This design comes from an exercise in tuning for a short achievable clock period and few clock cycles on the open sky130 flow, not from production work.
In this exercise RTL edits were held to simulation tests only and were not proved equivalent to the original.
Power is estimated from default activity; no workload was simulated.

**design/flow/design.v**
```verilog
module minicomp_core (
    input  wire       clk,
    input  wire       rst,           
    output wire [7:0] mem_addr,
    input  wire [7:0] mem_rdata,
    output wire       mem_we,
    output wire [7:0] mem_wdata,
    output wire [7:0] io_port,       
    output wire       io_rd,         
    input  wire [7:0] io_rdata,
    input  wire       io_present,    
    output wire       io_wr,         
    output wire [7:0] io_wdata
);
    localparam M_FETCH = 2'd0, M_NORMAL = 2'd1, M_MEMOP = 2'd2, M_JIMM = 2'd3;
    reg [7:0] x0, x1, x2, x3;
    reg [7:0] addr_q, ir, ipc, nb, ioaddr, wdata_q;
    reg [1:0] mode;
    reg       we_q, rd_q, wr_q;
    reg       cy;
    reg [7:0] fa, fb, fres;
    reg       fv, zen;
    wire [7:0] b = mem_rdata;
    wire [1:0] ra = ir[3:2];
    wire [1:0] rb = ir[1:0];
    wire is_alu  = ir[7];
    wire is_ld   = ir[7:4] == 4'd0;
    wire is_st   = ir[7:4] == 4'd1;
    wire is_data = ir[7:4] == 4'd2;
    wire is_jmpr = ir[7:4] == 4'd3;
    wire is_jmp  = ir[7:4] == 4'd4;
    wire is_jxxx = ir[7:4] == 4'd5;
    wire is_clf  = ir[7:4] == 4'd6;
    wire is_ind  = ir[7:2] == 6'b011100;
    wire is_ina  = ir[7:2] == 6'b011101;
    wire is_outd = ir[7:2] == 6'b011110;
    wire is_outa = ir[7:2] == 6'b011111;
    wire [2:0] op = ir[6:4];
    reg [7:0] xa, xb;
    always @(*) begin
        case (ra)
            2'd0: xa = x0;
            2'd1: xa = x1;
            2'd2: xa = x2;
            default: xa = x3;
        endcase
        case (rb)
            2'd0: xb = x0;
            2'd1: xb = x1;
            2'd2: xb = x2;
            default: xb = x3;
        endcase
    end
    wire [8:0] sum = {1'b0, xa} + {1'b0, xb} + {8'd0, cy};
    reg  [7:0] c;
    reg        cout;
    always @(*) begin
        cout = 1'b0;
        case (op)
            3'd0: begin c = sum[7:0];        cout = sum[8]; end
            3'd1: begin c = {xa[6:0], cy};   cout = xa[7];  end
            3'd2: begin c = {cy, xa[7:1]};   cout = xa[0];  end
            3'd3: c = ~xa;
            3'd4: c = xa & xb;
            3'd5: c = xa | xb;
            3'd6: c = xa ^ xb;
            default: c = 8'd0;
        endcase
    end
    wire f_al  = fv & (fa > fb);
    wire f_eq  = fv & (fa == fb);
    wire f_z   = zen & (fres == 8'd0);
    wire taken = |(ir[3:0] & {cy, f_al, f_eq, f_z});
    wire m_fetch  = mode == M_FETCH;
    wire m_normal = mode == M_NORMAL;
    wire m_memop  = mode == M_MEMOP;
    wire m_jimm   = mode == M_JIMM;
    wire [7:0] a1 = addr_q + 8'd1;
    wire [7:0] a2 = addr_q + 8'd2;
    wire [7:0] i1 = ipc + 8'd1;
    wire [7:0] i2 = ipc + 8'd2;
    wire b_j  = b[7:4] == 4'd5;
    wire nb_j = nb[7:4] == 4'd5;
    wire n_seq  = is_alu | is_clf | is_ind | is_ina | is_outa | (is_jxxx & ~taken);
    wire n_mem  = is_ld | is_st | is_outd;
    wire st_hit = is_st & (addr_q == ipc);
    wire       load_b  = m_fetch | (m_normal & n_seq);
    wire       load_nb = m_memop & ~st_hit;
    wire [7:0] ir_nx   = load_b ? b : nb;
    reg        xw;
    reg  [7:0] xd;
    always @(*) begin
        xw = 1'b0;
        xd = c;
        if (m_normal) begin
            if (is_alu) begin
                xw = op != 3'd7;
                xd = c;
            end else if (is_data) begin
                xw = 1'b1;
                xd = b;
            end else if (is_ind) begin
                xw = io_present;
                xd = io_rdata;
            end else if (is_ina) begin
                xw = 1'b1;
                xd = ioaddr;
            end
        end else if (m_memop && is_ld) begin
            xw = 1'b1;
            xd = b;
        end
    end
    always @(posedge clk) begin
        if (rst) begin
            x0 <= 8'd0; x1 <= 8'd0; x2 <= 8'd0; x3 <= 8'd0;
            addr_q <= 8'd0;
            ir <= 8'd0;
            ipc <= 8'd0;
            nb <= 8'd0;
            ioaddr <= 8'd0;
            wdata_q <= 8'd0;
            mode <= M_FETCH;
            we_q <= 1'b0; rd_q <= 1'b0; wr_q <= 1'b0;
            cy <= 1'b0; fa <= 8'd0; fb <= 8'd0; fres <= 8'd0; fv <= 1'b0; zen <= 1'b0;
        end else begin
            if (xw) begin
                case (rb)
                    2'd0: x0 <= xd;
                    2'd1: x1 <= xd;
                    2'd2: x2 <= xd;
                    default: x3 <= xd;
                endcase
            end
            if (m_normal && is_alu) begin
                cy <= cout; fa <= xa; fb <= xb; fres <= c; fv <= 1'b1; zen <= op != 3'd7;
            end
            if (m_normal && is_clf) begin
                cy <= 1'b0; fv <= 1'b0; zen <= 1'b0;
            end
            if (m_normal && is_outa) ioaddr <= xb;
            if (load_b | load_nb) ir <= ir_nx;
            if (load_b) ipc <= a1;
            else if (load_nb) ipc <= i1;
            we_q <= 1'b0;
            wr_q <= 1'b0;
            rd_q <= (load_b | load_nb) & (ir_nx[7:2] == 6'b011100);
            case (mode)
                M_FETCH: begin
                    addr_q <= b_j ? a2 : a1;
                    mode <= M_NORMAL;
                end
                M_NORMAL: begin
                    if (n_seq) begin
                        addr_q <= b_j ? a2 : a1;
                    end else if (n_mem) begin
                        nb <= b;
                        wdata_q <= xb;
                        addr_q <= xa;
                        we_q <= is_st;
                        wr_q <= is_outd;
                        mode <= M_MEMOP;
                    end else if (is_jxxx) begin          
                        addr_q <= ipc;
                        mode <= M_JIMM;
                    end else if (is_data) begin
                        addr_q <= a1;
                        mode <= M_FETCH;
                    end else if (is_jmp) begin
                        addr_q <= b;
                        mode <= M_FETCH;
                    end else begin                       
                        addr_q <= xb;
                        mode <= M_FETCH;
                    end
                end
                M_MEMOP: begin
                    if (st_hit) begin                    
                        addr_q <= ipc;
                        mode <= M_FETCH;
                    end else begin
                        addr_q <= nb_j ? i2 : i1;
                        mode <= M_NORMAL;
                    end
                end
                default: begin                           
                    addr_q <= b;
                    mode <= M_FETCH;
                end
            endcase
        end
    end
    assign mem_addr  = addr_q;
    assign mem_we    = we_q;
    assign mem_wdata = wdata_q;
    assign io_port   = ioaddr;
    assign io_rd     = rd_q;
    assign io_wr     = wr_q;
    assign io_wdata  = wdata_q;
endmodule
```
**design/flow/run.sh**
```bash
#!/bin/bash
# synth_recipe.tcl (not shown) runs the flow's synth.tcl, then flattens the netlist and writes it again
# the make line also repeats each setting of config.mk as NAME=value (left out here)
make -C /OpenROAD-flow-scripts/flow DESIGN_CONFIG=/design/flow/config.mk WORK_HOME=/design/flow/orfs CLKGATE_MAP_FILE= SYNTH_SCRIPT=/design/flow/synth_recipe.tcl finish
```
**design/flow/constraint.sdc**
```tcl
create_clock -name core_clock -period 5.0 [get_ports {clk}]
set_input_delay 1.0000 -clock core_clock [delete_from_list [all_inputs] [get_ports {clk}]]
set_output_delay 1.0000 -clock core_clock [all_outputs]
set_load 0.01 [all_outputs]
```
**design/flow/config.mk**
```make
export PLATFORM = sky130hd
export DESIGN_NAME = minicomp_core
export DESIGN_NICKNAME = minicomp_core
export VERILOG_FILES = /design/flow/design.v
export SDC_FILE = /design/flow/constraint.sdc
export NUM_CORES = 4
export LEC_CHECK = 0
export CAP_MARGIN = 20
export CORE_MARGIN = 2
export CORE_UTILIZATION = 40
export PLACE_DENSITY = 0.6
export SLEW_MARGIN = 20
```
==> results of run 1 <==
area by class of cell:
class | count | area (um2)
Timing Repair Buffer | 71 | 663.1
Clock buffer | 9 | 225.2
Multi-Input combinational cell | 713 | 4850
Clock inverter | 7 | 86.33
Tap cell | 234 | 292.8
Inverter | 42 | 157.7
Sequential cell | 112 | 2242
Fill cell | 1836 | 10190
power by group through the flow:
stage	registers [mW]	logic (mW)	clock network, mW
2_1_floorplan	1.01	0.608	0
3_3_place_gp	1.08	0.792	0
3_5_place_dp	1.08	0.787	0
4_1_cts	1.06	0.791	0.793
5_1_grt	1.07	0.871	0.827
6_report	1.06	0.807	0.783
metal layers:
layer | wire length [um] | global-route usage | up-vias
li1 | - | - | 3408
met1 | 11210 | 0.3518 | 3419
met2 | 11430 | 0.3969 | 357
met3 | 2267 | 0.05552 | 63
met4 | 970 | 0.1111 | 0
met5 | 0 | 0 | -
how the worst min path moves through the flow:
stage | end | slack, ns
floorplan | fa[0]$_SDFFE_PP0P_ | 0.44
global placement | fa[0]$_SDFFE_PP0P_ | 0.44
detailed placement | fb[4]$_SDFFE_PP0P_ | 0.45
CTS | fb[4]$_SDFFE_PP0P_ | 0.46
global route | fb[6]$_SDFFE_PP0P_ | 0.47
finish | fb[5]$_SDFFE_PP0P_ | 0.46
cell usage in the layout, fill, tap and decap left out, types with 6 or more instances in the layout:
cell,count
sky130_fd_sc_hd__or3_1,8
sky130_fd_sc_hd__nor3b_1,7
sky130_fd_sc_hd__o21ai_0,43
sky130_fd_sc_hd__mux2i_1,42
sky130_fd_sc_hd__nor2_1,117
sky130_fd_sc_hd__mux2_2,8
sky130_fd_sc_hd__a22oi_1,8
sky130_fd_sc_hd__nor2b_1,12
sky130_fd_sc_hd__nor3_1,28
sky130_fd_sc_hd__nand2_1,89
sky130_fd_sc_hd__inv_1,42
sky130_fd_sc_hd__nand4_1,7
sky130_fd_sc_hd__o22ai_1,9
sky130_fd_sc_hd__xnor2_1,16
sky130_fd_sc_hd__buf_4,19
sky130_fd_sc_hd__clkdlybuf4s50_1,52
sky130_fd_sc_hd__a211oi_1,17
sky130_fd_sc_hd__nand3b_1,14
sky130_fd_sc_hd__o211ai_1,12
sky130_fd_sc_hd__mux4_2,17
sky130_fd_sc_hd__dfxtp_1,112
sky130_fd_sc_hd__ha_1,28
sky130_fd_sc_hd__a31oi_1,9
sky130_fd_sc_hd__o21a_1,8
sky130_fd_sc_hd__nor4_1,6
sky130_fd_sc_hd__nand2b_1,16
sky130_fd_sc_hd__a21oi_1,71
sky130_fd_sc_hd__nand3_1,12
sky130_fd_sc_hd__xor2_1,19
sky130_fd_sc_hd__clkbuf_16,9
sky130_fd_sc_hd__o221ai_1,11
logic make-up after synthesis:
group / Yosys count / share of synthesized area
adders and majority gates: 29 / 0.04858
and+or+nand+nor: 335 / 0.2084
DFF: 112 / 0.2941
xor gates and xnor gates: 35 / 0.04021
muxes: 67 / 0.1172
AOI/OAI and AO/OA: 247 / 0.2217
buffers and inverters: 127 / 0.06975
critical path, stage by stage (launching register included):
cell,delay [ns]
sky130_fd_sc_hd__dfxtp_1,1.02
sky130_fd_sc_hd__mux4_2,0.76
sky130_fd_sc_hd__ha_1,0.38
sky130_fd_sc_hd__o21ai_0,0.09
sky130_fd_sc_hd__nand2b_1,0.15
sky130_fd_sc_hd__o311ai_4,0.13
sky130_fd_sc_hd__a21oi_1,0.18
sky130_fd_sc_hd__xnor2_1,0.14
sky130_fd_sc_hd__o221ai_1,0.28
sky130_fd_sc_hd__a221oi_2,0.50
sky130_fd_sc_hd__a211oi_1,0.14
synthesized netlist by cell type (8+ instances only):
master                     number  share of area
sky130_fd_sc_hd__mux2_2         8          0.012
sky130_fd_sc_hd__nand3_1       12         0.0079
sky130_fd_sc_hd__nand2_1       89          0.044
sky130_fd_sc_hd__o21ai_0       43          0.028
sky130_fd_sc_hd__clkbuf_1      57          0.028
sky130_fd_sc_hd__nor3_1        28          0.018
sky130_fd_sc_hd__o22ai_1        9         0.0074
sky130_fd_sc_hd__a211oi_1      17          0.017
sky130_fd_sc_hd__nand2b_1      16          0.013
sky130_fd_sc_hd__o221ai_1      11          0.013
sky130_fd_sc_hd__dfxtp_1      112           0.29
sky130_fd_sc_hd__mux4_2        17          0.050
sky130_fd_sc_hd__xor2_1        19          0.022
sky130_fd_sc_hd__o211ai_1      12          0.012
sky130_fd_sc_hd__mux2i_1       42          0.055
sky130_fd_sc_hd__a22oi_1        8         0.0079
sky130_fd_sc_hd__ha_1          28          0.046
sky130_fd_sc_hd__o21a_1         8         0.0079
sky130_fd_sc_hd__or3_1          8         0.0066
sky130_fd_sc_hd__nand3b_1      14          0.014
sky130_fd_sc_hd__xnor2_1       16          0.018
sky130_fd_sc_hd__nor2b_1       12         0.0098
sky130_fd_sc_hd__a31oi_1        9         0.0074
sky130_fd_sc_hd__a21oi_1       71          0.047
sky130_fd_sc_hd__buf_2         11         0.0072
sky130_fd_sc_hd__nor2_1       117          0.058
sky130_fd_sc_hd__buf_4          9         0.0089
sky130_fd_sc_hd__inv_1         42          0.021
==> impl_summary.log, run 1 <==
INFO  metric switchingPower = 0.9884 mW
INFO  metric cts-htree-levels = 3
INFO  metric slew_viol_final = 0
INFO  metric portBuffers = 53
INFO  metric critical_path.reg2reg.startpoint = ir[3]$_SDFFE_PP0P_
INFO  metric hold_crit_class = reg2reg
INFO  metric worst-r2r-cell-count = 10
INFO  metric fmax = 0.2544 GHz
INFO  metric clk_root_buf = sky130_fd_sc_hd__clkbuf_16
INFO  metric netlist_instances = 952
INFO  metric rsz_0062_raised_after_global_routing = no
INFO  metric post_route_cells_drive_above_1_share = 0.08176
INFO  metric max-cap-violations = 0
INFO  metric ys_types = 72
INFO  metric tritoncts = built
INFO  metric clock_tree.buffer_depth = 2
INFO  metric ys_seq_area_frac = 0.2941
INFO  metric cellPowerDensity = 311.6 nW/um2
INFO  metric timing.critical_path.arrival = 4.15 ns
INFO  metric worstSetupEndpointType = flip-flop
INFO  metric drt-pass1-iter-count = 5
INFO  metric hold_ws = 0.4590 ns
INFO  metric worst-slew-pin-transition = 1.079 ns
INFO  metric synthFlopType = sky130_fd_sc_hd__dfxtp_1
INFO  metric postCtsHoldBufs = 0
INFO  metric vias = 7,247
INFO  metric reg2reg_slack = 1.07 ns
INFO  metric crit_path_start_kind = flip-flop
INFO  metric synth-edff-count = 0
INFO  metric period_needed = 3.930 ns
INFO  metric path_clk_slew = 0.08 ns
INFO  metric synth_fp_nets = 1,000
INFO  metric total_routed_length = 25.87 mm
INFO  metric final-instance-count-excl-fill = 1,188
INFO  metric yosys_warnings = 1
INFO  metric floorplan.io_pins = 54
INFO  metric gp_congestion = 0.9702
INFO  metric wire_length_of_the_first_global_routing_pass = 39.90 mm
INFO  metric post-cts-setup-buffers = 0
INFO  metric p_int = 1.665 mW
INFO  metric combinational_power_share = 0.304
INFO  metric cts_buffers = 9
INFO  metric clock-skew-final = 0.007278 ns
INFO  metric numPlacedInstances = 1,172
INFO  metric power_frac_seq = 0.401
INFO  metric power.leakage = 3.061 nW
INFO  metric floorplan.die.width = 142.1 um
INFO  metric crit_start = ir[3]$_SDFFE_PP0P_
INFO  metric wl_per_cell = 21.78 um
INFO  metric detail_route.drc_violations = 0
INFO  metric num-nets-final = 997
INFO  metric final_area = 8517 um2
INFO  metric ir_worst_vdd = 0.1704 mV
INFO  metric power = 2.654 mW
INFO  metric dieHeight = 142.1 um
INFO  metric grt_max_degree = 70
INFO  metric kind_of_critical_path = reg2reg
INFO  metric final.period_utilization = 0.7860
INFO  metric rr_endpoint = x0[7]$_SDFFE_PP0P_
INFO  metric synth.ff_latch_count = 112
INFO  metric hpwl = 18.52 mm
INFO  metric finalSetupViolations = 0
INFO  metric fin_util = 0.4553
INFO  metric drt-vias-per-instance = 6.100
INFO  metric cp_data_required_time = 5.22 ns
INFO  metric hold-path-cell-count = 2
INFO  metric first_global_vias = 6,582
INFO  metric clk-insertion-delay-late = 0.37 ns
INFO  metric post_synth.cell_area_avg = 8.008 um2
INFO  metric coreArea = 18,710 um2
INFO  metric asr_flop_ratio_synth = 0
INFO  metric tns = 0 ns
INFO  metric global_route.overflow_total = 0
INFO  metric antennaDiodeCount = 0
INFO  metric final_critical_path_setup_slack = 1.070 ns
INFO  metric switching_fraction = 0.3725
INFO  metric area_delta_synth_final = 11.72%
INFO  metric drtAntennaViolNets = 0
INFO  metric dpl_cell_area = 8205 um2
INFO  metric run_status = complete, no violations
INFO  metric initial_detailed_routing_violation_count = 691
INFO  metric hp-start = fb[5]$_SDFFE_PP0P_
INFO  metric dp_slack = 1.185 ns
INFO  metric grt_use_total = 0.2588
INFO  metric max_slew_margin = 0.2767
INFO  metric pwr-share-clk = 0.295
INFO  metric start_util = 0.4076
INFO  metric clkSinkCount = 112
INFO  metric row_count = 50
INFO  metric synth_area = 7624 um2
INFO  metric cts.repair.resized = 0
INFO  metric die_footprint = 20,180 um2
INFO  metric grt_antenna_before_repair = 0
INFO  metric setup.worst_path.end = x0[7]$_SDFFE_PP0P_
INFO  metric finalHoldViolCount = 0
INFO  metric critical_path.max_fanout = 21
Testbench counts, summed over its fixed seeds: cycles 99,460.
==> run 2: changes to the inputs <==
--- a/design/flow/config.mk
+++ b/design/flow/config.mk
@@ -5,8 +5,10 @@
 export SDC_FILE = /design/flow/constraint.sdc
 export NUM_CORES = 4
 export LEC_CHECK = 0
+export ABC_CLOCK_PERIOD_IN_PS = 1000
 export CAP_MARGIN = 20
 export CORE_MARGIN = 2
 export CORE_UTILIZATION = 40
 export PLACE_DENSITY = 0.6
+export SETUP_SLACK_MARGIN = 3.5
 export SLEW_MARGIN = 20
==> impl_summary.log, run 2 <==
INFO  metric run_status = complete, no violations
INFO  metric netlist_instances = 952
INFO  metric synth-edff-count = 0
INFO  metric commonest_cells_after_routing_fill_and_taps_aside = sky130_fd_sc_hd__nor2_1 (107), sky130_fd_sc_hd__buf_4 (103), sky130_fd_sc_hd__buf_6 (80), sky130_fd_sc_hd__nand2_1 (77), sky130_fd_sc_hd__dfxtp_1 (64)
INFO  metric power.leakage = 4.351 nW
INFO  metric clkSinkCount = 112
INFO  metric wire_length_of_the_first_global_routing_pass = 45.91 mm
INFO  metric synth_area = 7624 um2
INFO  metric worstSetupEndpointType = flip-flop
INFO  metric critical_path.max_fanout = 4
INFO  metric final-instance-count-excl-fill = 1,347
INFO  metric tns = 0 ns
INFO  metric portBuffers = 53
INFO  metric critical_path.slowest_cell = sky130_fd_sc_hd__mux4_2
INFO  metric synthTopCellsByArea = sky130_fd_sc_hd__dfxtp_1 (29%), sky130_fd_sc_hd__nor2_1 (5.8%), sky130_fd_sc_hd__mux2i_1 (5.5%)
INFO  metric numPlacedInstances = 1,166
INFO  metric vias = 8,479
INFO  metric synth_largest_type_area_fraction = 0.2941
INFO  metric slew_viol_final = 0
INFO  metric drtAntennaViolNets = 0
INFO  metric cp_data_required_time = 5.31 ns
INFO  metric postCtsHoldBufs = 0
INFO  metric cellPowerDensity = 281.4 nW/um2
INFO  metric dieHeight = 142.1 um
INFO  metric reg2reg_slack = 1.90 ns
INFO  metric period_needed = 3.100 ns
INFO  metric cp_cell_sequence = buf_12 > mux4_2 > inv_2 > ha_4 > a22o_4 > o311ai_4 > a21boi_1 > o31a_1 > o41ai_4 > nor2_2 > o21ai_1
INFO  metric met2_length = 14.25 mm
INFO  metric dpl_cell_area = 8466 um2
INFO  metric cts-htree-levels = 3
INFO  metric asr_flop_ratio_synth = 0
INFO  metric clk_root_buf = sky130_fd_sc_hd__clkbuf_16
INFO  metric start_util = 0.4076
INFO  metric die_footprint = 20,180 um2
INFO  metric ys_seq_area_frac = 0.2941
INFO  metric global_route.overflow_total = 0
INFO  metric final_critical_path_setup_slack = 1.900 ns
INFO  metric final_area = 11,360 um2
INFO  metric power = 3.196 mW
INFO  metric rsz_0062_raised_after_global_routing = yes
INFO  metric mostFrequentLayoutCell = sky130_fd_sc_hd__nor2_1
INFO  metric yosys_warnings = 1
INFO  metric synth_fp_nets = 1,000
INFO  metric synth.ff_latch_count = 112
INFO  metric final.period_utilization = 0.6200
INFO  metric highest_signal_layer_in_the_routed_design = met4
INFO  metric gp_congestion = 0.9521
INFO  metric fin_util = 0.6072
INFO  metric most_frequent_cells_after_synthesis = sky130_fd_sc_hd__nor2_1 (117), sky130_fd_sc_hd__dfxtp_1 (112), sky130_fd_sc_hd__nand2_1 (89)
INFO  metric finalHoldViolCount = 0
INFO  metric finalSetupViolations = 0
INFO  metric coreArea = 18,710 um2
INFO  metric grt_use_total = 0.2988
INFO  metric total_routed_length = 32.05 mm
INFO  metric max-cap-violations = 0
INFO  metric initial_detailed_routing_violation_count = 1,025
INFO  metric worst-slew-pin-transition = 0.6992 ns
INFO  metric num-nets-final = 1,155
INFO  metric synth_area_leader_cell = sky130_fd_sc_hd__dfxtp_1
INFO  metric floorplan.die.width = 142.1 um
INFO  metric clk-insertion-delay-late = 0.38 ns
INFO  metric grt_antenna_before_repair = 1
INFO  metric ir_worst_vdd = 0.2029 mV
INFO  metric detail_route.drc_violations = 0
INFO  metric drt-pass1-iter-count = 8
INFO  metric fmax = 0.3226 GHz
INFO  metric area_delta_synth_final = 48.99%
INFO  metric post_synth.cell_area_avg = 8.008 um2
INFO  metric floorplan.io_pins = 54
INFO  metric clock-skew-final = 0.01669 ns
INFO  metric dp_slack = 1.371 ns
INFO  metric crit_cells = 11
INFO  metric wl_per_cell = 23.79 um
INFO  metric grt_max_degree = 70
INFO  metric critical_path.top_delay_family = compound AO/OA/AOI/OAI gates
INFO  metric row_count = 50
INFO  metric rr_endpoint = x2[5]$_SDFFE_PP0P_
INFO  metric drt-met1-wl = 12.72 mm
INFO  metric wl_met3 = 3.152 mm
INFO  metric crit_start = ir[2]$_SDFFE_PP0P_
INFO  metric hold_crit_class = reg2reg
INFO  metric clock_tree.buffer_depth = 2
INFO  metric kind_of_critical_path = reg2reg
INFO  metric hold_ws = 0.4628 ns
INFO  metric path_clk_slew = 0.08 ns
INFO  metric post_route_cells_drive_above_1_share = 0.4397
INFO  metric critPathBufInv = 2
INFO  metric setup.worst_path.end = x2[5]$_SDFFE_PP0P_
INFO  metric tritoncts = built
INFO  metric max_stage_delay = 0.57 ns
INFO  metric drt-vias-per-instance = 6.295
INFO  metric synthFlopType = sky130_fd_sc_hd__dfxtp_1
INFO  metric synthMostInstantiatedCell = sky130_fd_sc_hd__nor2_1
INFO  metric crit_path_start_kind = flip-flop
INFO  metric worst-r2r-cell-count = 11
INFO  metric cts_buffers = 9
INFO  metric max_slew_margin = 0.5329
INFO  metric critical_path.reg2reg.startpoint = ir[2]$_SDFFE_PP0P_
INFO  metric timing.critical_path.arrival = 3.41 ns
INFO  metric ys_types = 72
INFO  metric hpwl = 18.35 mm
INFO  metric first_global_vias = 7,752
==> run 2: cell counts after synthesis <==
No cell type changed its count.
==> run 2: how the worst min path moves through the flow <==
stage                              start                    to  slack, ns  cells past startpoint
global placement        zen$_SDFFE_PP0P_      zen$_SDFFE_PP0P_       0.45                      2
detailed placement      zen$_SDFFE_PP0P_      zen$_SDFFE_PP0P_       0.45                      2
global route          fb[2]$_SDFFE_PP0P_    fb[2]$_SDFFE_PP0P_       0.48                      2
floorplan           fres[2]$_SDFFE_PP0P_  fres[2]$_SDFFE_PP0P_       0.44                      2
finish                  zen$_SDFFE_PP0P_      zen$_SDFFE_PP0P_       0.46                      2
CTS                     zen$_SDFFE_PP0P_      zen$_SDFFE_PP0P_       0.46                      2
==> run 2: report_power, final <==
group          switching, mW  internal, mW  total, mW
combinational          0.734         0.651       1.39
sequential            0.0969         0.953       1.05
clock                  0.404         0.356      0.760
==> run 2: per-layer routing <==
metal,GRT usage,vias to the layer above
met1,0.4013,4093
met4,0.1500,0
met5,0,-
li1,-,3730
met3,0.05451,137
met2,0.4607,519
==> run 2: timing repair <==
| action | in CTS | in global routing |
|---|---|---|
| pin swaps | 47 | 48 |
| resized for setup | 380 | 105 |
| cloned | 5 | 3 |
| buffers inserted | 103 | 53 |
| setup endpoints to repair | 147 | 147 |
==> run 2: worst min-delay path: stages, from the launching register on <==
cell and delay [ns]:
sky130_fd_sc_hd__dfxtp_1 0.32, sky130_fd_sc_hd__nand2_1 0.05, sky130_fd_sc_hd__a21boi_1 0.05
==> run 2: cells by family after synthesis <==
logic type | share of synthesized area
buf+inv | 0.06975
simple gates | 0.2084
compound gates | 0.2217
fa+ha+maj | 0.04858
mux | 0.1172
flops | 0.2941
xor+xnor | 0.04021
==> run 2: final cells by class <==
| class | count | area [um2] |
|---|---|---|
| Fill cell | 1549 | 7347 |
| Multi-Input combinational cell | 715 | 5918 |
| Sequential cell | 112 | 2355 |
| Timing Repair Buffer | 227 | 2330 |
| Tap cell | 234 | 292.8 |
| Clock buffer | 9 | 225.2 |
| Inverter | 42 | 157.7 |
| Clock inverter | 7 | 77.57 |
| Antenna cell | 1 | 2.502 |

port drivers added, routing unchanged:
How much do the figures lean on ideal ports? The routed layouts below were timed once more, with nothing changed but the port constraints. Step 1: set_driving_cell puts a clkbuf_16 on clk and a buf_2 on each other input, an assumption about the parent block. Step 2 adds t to the input delays and takes it off the output delays; t is the mean of the earliest and latest rising clock arrival at the registers after step 1. Input paths then give back, and output paths get back, about the clock's delay inside the block. a / b / c = ideal / step 1 / step 2; a / b = the first two.
run	shift t [ns]	setup slack, ns	worst hold slack (ns)	worst setup path at the end
run 1	0.417	1.070 / 1.070 / 1.070	0.459 / 0.459 / 0.459	register to register
run 2	0.419	1.900 / 1.900 / 1.892	0.463 / 0.463 / 0.463	input to register
After both steps every run listed still meets setup and hold. For run 2, which loses most, drivers alone change the setup slack by 0.000 ns; drivers and shift together by -0.008 ns.
